Source: an optimization exercise on an open RTL-to-GDS flow (aim: small area). Production flows keep margins and buffers that such runs may drop.
Only simulation tests tie the RTL to the original design; equivalence was not proved.
Power and IR drop assume default switching activity.

v6:
## text2matrix
module text2matrix (
    input  wire        clk,
    input  wire        rst,
    input  wire        invert,
    input  wire        cmd_valid,
    output wire        cmd_ready,
    input  wire [31:0] cmd,
    output wire [1:0]  status,
    output wire [7:0]  row,
    output wire [7:0]  col
);
    localparam [5:0] BLANK = 6'd3;
    localparam [5:0] TERM  = 6'd63;
    localparam [2:0] S_IDLE  = 3'd0;
    localparam [2:0] S_WTXT  = 3'd1;
    localparam [2:0] S_WFRM  = 3'd2;
    localparam [2:0] S_ENC   = 3'd3;
    localparam [2:0] S_INIT  = 3'd4;
    localparam [2:0] S_FILL  = 3'd5;
    localparam [2:0] S_SYNC  = 3'd6;
    localparam [2:0] S_SHOW  = 3'd7;
    reg  [5:0]   t;           
    reg  [191:0] txr;         
    reg  [191:0] snr;         
    reg  [63:0]  ufr;         
    reg          inv;
    reg          pbv;
    reg  [2:0]   st;
    reg          draw;
    reg          render;
    reg          wphase;      
    reg          term;        
    reg  [5:0]   len;
    reg  [15:0]  arg;         
    reg  [2:0]   o;           
    reg  [2:0]   rp;          
    reg          pend;        
    reg  [5:0]   w0, w1, w2;  
    reg  [5:0]   pidx;        
    reg  [7:0]   sh;          
    reg  [7:0]   cf;          
    reg  [2:0]   s;           
    reg          rv;          
    wire         busy = st != S_IDLE;
    assign cmd_ready = ~busy;
    assign status    = {pbv, busy};
    assign row       = (rv ? (8'd1 << s) : 8'd0) ^ {8{inv}};
    assign col       = cf;
    wire [3:0]  op  = cmd[31:28];
    wire [3:0]  rsv = cmd[27:24];
    wire [15:0] a16 = cmd[23:8];
    wire [7:0]  a8  = cmd[7:0];
    wire accept = cmd_valid && !busy;
    wire ok_wtxt    = rsv == 4'd0 && op == 4'h1 && a16 < 16'd32;
    wire ok_wfrm    = rsv == 4'd0 && op == 4'h2 && a16 < 16'd8;
    wire ok_encode  = rsv == 4'd0 && op == 4'h3 && a8 == 8'd0 && a16 <= 16'd32 && !pbv;
    wire ok_animate = rsv == 4'd0 && op == 4'h4 && a16 == 16'd0 && a8 != 8'd0 && pbv;
    wire ok_release = rsv == 4'd0 && op == 4'h5 && a16 == 16'd0 && a8 == 8'd0 && pbv;
    wire ok_render  = rsv == 4'd0 && op == 4'h6 && a16 <= 16'd32 && a8 != 8'd0 && !pbv;
    wire ok_draw    = rsv == 4'd0 && op == 4'h7 && a8 == 8'd0;
  ...
Size: about 1500 cells after synthesis, ~540 flip-flops, roughly 55 I/O pins.
clock: 14.0 ns
lec_check: 0
cap_margin: 5
core_margin: 2
core_utilization: 50
gpl_timing_driven: 0
place_density: 0.6
slew_margin: 5
standard.sh (not shown) runs the stock make flow with config.mk's settings and CLKGATE_MAP_FILE= SYNTH_SCRIPT=/design/flow/synth_recipe.tcl, a recipe that flattens the netlist after the stock synthesis.
==> flow/flow/run.sh <==
#!/bin/bash
# Layout flow: the standard flow (standard.sh) with these changes:
#  - synthesis maps the logic with an area-oriented ABC script that maps it
#    five times over (flow/synth_wrap.tcl, flow/abc_small.script)
#    and leaves adders to ABC instead of mapping them to ha/fa cells first;
#  - clock tree synthesis inserts no dummy loads and builds larger sink clusters
#    from clkbuf_8 buffers;
#  - the buffer that placement puts on every input and output port is buf_1.
# Each make run's full output goes to its own log here; ORFS keeps each step's
# log under orfs/logs/.
set -euo pipefail
cd "$(dirname "$0")/.."
W=$(pwd)
export FLOW_SYNTH_TCL="$W/synth_recipe.tcl"
CTS="-sink_clustering_enable -repair_clock_nets -dont_use_dummy_load -buf_list {sky130_fd_sc_hd__clkbuf_8} -sink_clustering_size 18 -sink_clustering_max_diameter 50"
PORTS="-buffer_cell sky130_fd_sc_hd__buf_1"
SYN=("SYNTH_SCRIPT=$W/flow/synth_wrap.tcl" "ADDER_MAP_FILE=")
bash standard.sh "${SYN[@]}" synth > "$W/run_synth.log" 2>&1
bash standard.sh "${SYN[@]}" "CTS_ARGS=$CTS" "BUFFER_PORTS_ARGS=$PORTS" finish > "$W/run_layout.log" 2>&1
==> flow/flow/abc_small.script <==
strash
dc2
dc2
dc2
&get -n
&dch -f
&nf -R 1000
&put
strash
dc2
&get -n
&dch -f
&nf -R 1000
&put
strash
dc2
&get -n
&dch -f
&nf -R 1000
&put
strash
dc2
&get -n
&dch -f
&nf -R 1000
&put
strash
dc2
&get -n
&dch -f
&nf -R 1000
&put
==> flow/flow/synth_wrap.tcl <==
# The standard synthesis (synth_recipe.tcl, named by FLOW_SYNTH_TCL), with
# flow/abc_small.script, an area-oriented script, as the ABC script of its
# technology mapping. Nothing else changes: the same passes, the same registers.
set abc_small [file join [file dirname [file normalize [info script]]] abc_small.script]
proc abc {args} {
    global abc_small
    set i [lsearch -exact $args -script]
    if {$i >= 0} {
        lset args [expr {$i + 1}] $abc_small
    }
    yosys abc {*}$args
}
source $::env(FLOW_SYNTH_TCL)
v6: done, clean on timing, DRC and antenna
For v7, these inputs were changed with respect to v6:
diff --git a/flow/design.v b/flow/design.v
--- a/flow/design.v
+++ b/flow/design.v
@@ -31,16 +31,17 @@
     reg          wphase;      
     reg          term;        
     reg  [5:0]   len;
     reg  [15:0]  arg;         
     reg  [2:0]   o;           
     reg  [2:0]   rp;          
     reg          pend;        
     reg  [5:0]   w0, w1, w2;  
+    reg          pv;          
     reg  [5:0]   pidx;        
     reg  [7:0]   sh;          
     reg  [7:0]   cf;          
     reg  [2:0]   s;           
     reg          rv;          
     wire         busy = st != S_IDLE;
     assign cmd_ready = ~busy;
     assign status    = {pbv, busy};
@@ -125,17 +126,17 @@
     wire [2:0] utap = t[5:3] - rp;
     wire       ubit = ufr[{utap, 3'b000}];
     wire [7:0] sh_n = {sh[6:0], ~((draw ? ubit : gbit) ^ inv)};
     wire        bnd    = t[3:0] == 4'd15;
     wire [14:0] dec    = arg[15:1] - 15'd1;
     wire        more   = draw ? (arg > 16'd2) : (arg[7:0] > 8'd2);
     wire [5:0]  nsl    = nsl_of(arg[15:8]);
     wire        last_k = {pidx, o} == endpos(len);
-    wire        fetch  = t[4:0] == pidx[4:0];
+    wire        fetch  = !pv && t[4:0] == pidx[4:0];
     wire        tx_wr  = st == S_WTXT && t[4:0] == arg[4:0];
     wire [5:0]  tx0    = txr[5:0];
     wire        sn_wr  = st == S_ENC && wphase;
     wire [5:0]  sn_d   = (term || tx0 == TERM || {1'b0, t[4:0]} >= len) ? BLANK : tx0;
     wire        uf_wr  = st == S_WFRM && (wphase || t[5:0] == {arg[2:0], 3'b000});
     always @(posedge clk) begin
         txr <= {txr[185:0], txr[191:186]};
         if (tx_wr)
@@ -153,18 +154,20 @@
             inv    <= invert;
             t      <= 6'd0;
             pbv    <= 1'b0;
             st     <= S_IDLE;
             rv     <= 1'b0;
             cf     <= {8{~invert}};
         end else begin
             t <= t + 6'd1;
-            if (fetch)
+            if (fetch) begin
                 w2 <= pidx[5] ? BLANK : snr[5:0];
+                pv <= 1'b1;
+            end
             case (st)
             S_IDLE: begin
                 if (accept) begin
                     draw   <= 1'b0;
                     render <= ok_render;
                     wphase <= 1'b0;
                     arg    <= {ok_draw ? a16[15:8] : a8, a16[7:0]};
                     if (ok_encode || ok_render)
@@ -211,28 +214,29 @@
                     end
                 end
             end
             S_INIT: begin
                 rp   <= 3'd0;
                 o    <= 3'd5;
                 w0   <= BLANK;
                 w1   <= BLANK;
+                pv   <= 1'b0;
                 pidx <= 6'd0;
                 if (!draw)
                     arg[7:0] <= {1'b0, nsl, 1'b0};
                 if (draw ? arg == 16'd0 : nsl == 6'd0) begin
                     if (render)
                         pbv <= 1'b0;
                     st <= S_IDLE;
                 end else
                     st <= draw ? S_SYNC : S_FILL;
             end
             S_FILL: begin
-                if (fetch)
+                if (pv)
                     st <= S_SYNC;
             end
             S_SYNC: begin
                 pend <= 1'b1;
                 if (t[3:0] == 4'd7)
                     st <= S_SHOW;
             end
             S_SHOW: begin
@@ -254,16 +258,17 @@
                             pend <= 1'b0;
                         end else begin
                             arg[7:0] <= {1'b0, nsl, 1'b0};
                             rp <= 3'd0;
                             if (o == 3'd5) begin
                                 o    <= 3'd0;
                                 w0   <= w1;
                                 w1   <= w2;
+                                pv   <= 1'b0;
                                 pidx <= pidx + 6'd1;
                             end else
                                 o <= o + 3'd1;
                         end
                     end
                 end
             end
             endcase
--- outcome ---
Measured against each other, v7 and v6 differ in synthesis-to-layout area growth, the higher figure coming from v6.
v7 against v6: clock period minus final worst setup slack climbed 0.011 ns; clock transition at the register clock pins on the worst setup and hold paths after CTS was more or less identical; share of synthesized area spent on multiplexers level.
Worst setup slack before clock tree synthesis delta for v7 relative to v6: 0.087 ns higher
Sort v7 and v6 by combinational share of power desc -> top: v7
Comparing v7 with v6, the overall routed net length came out essentially unchanged.
Measured against v7, the internal power of the cells of v6 comes out at 0.910 times the reference value.
Fraction of standard cell area that is sequential came out higher on v7 than on v6.
The synthesized area was comparable across v7 and v6.
Die area across v7 and v6: no real change.
v7 does worse than v6 on minimum setup slack in the final design.

## what the ideal ports hide
Ports are ideal in the flow. The routed layouts listed here were re-timed in OpenROAD.
Step 1 assumes that a clkbuf_16 drives the clock port and a buf_2 every other input.
Step 2 adds t to the input delays and takes it off the output delays; t is the mean of the earliest and latest rising clock arrival at the registers after step 1. Input paths then give back, and output paths get back, about the clock's delay inside the block.
a / b / c = ideal / step 1 / step 2; a / b = the first two.
| run | t (ns) | slack for setup (ns) | worst setup path after step 2 | cell pins on the clock port's net |
|---|---|---|---|---|
| v6 | 0.573 | 7.577 / 7.577 / 7.577 | register to register | 1 |
| v7 | 0.581 | 7.566 / 7.566 / 7.566 | register to register | 1 |
After both steps every run listed still meets setup and hold.
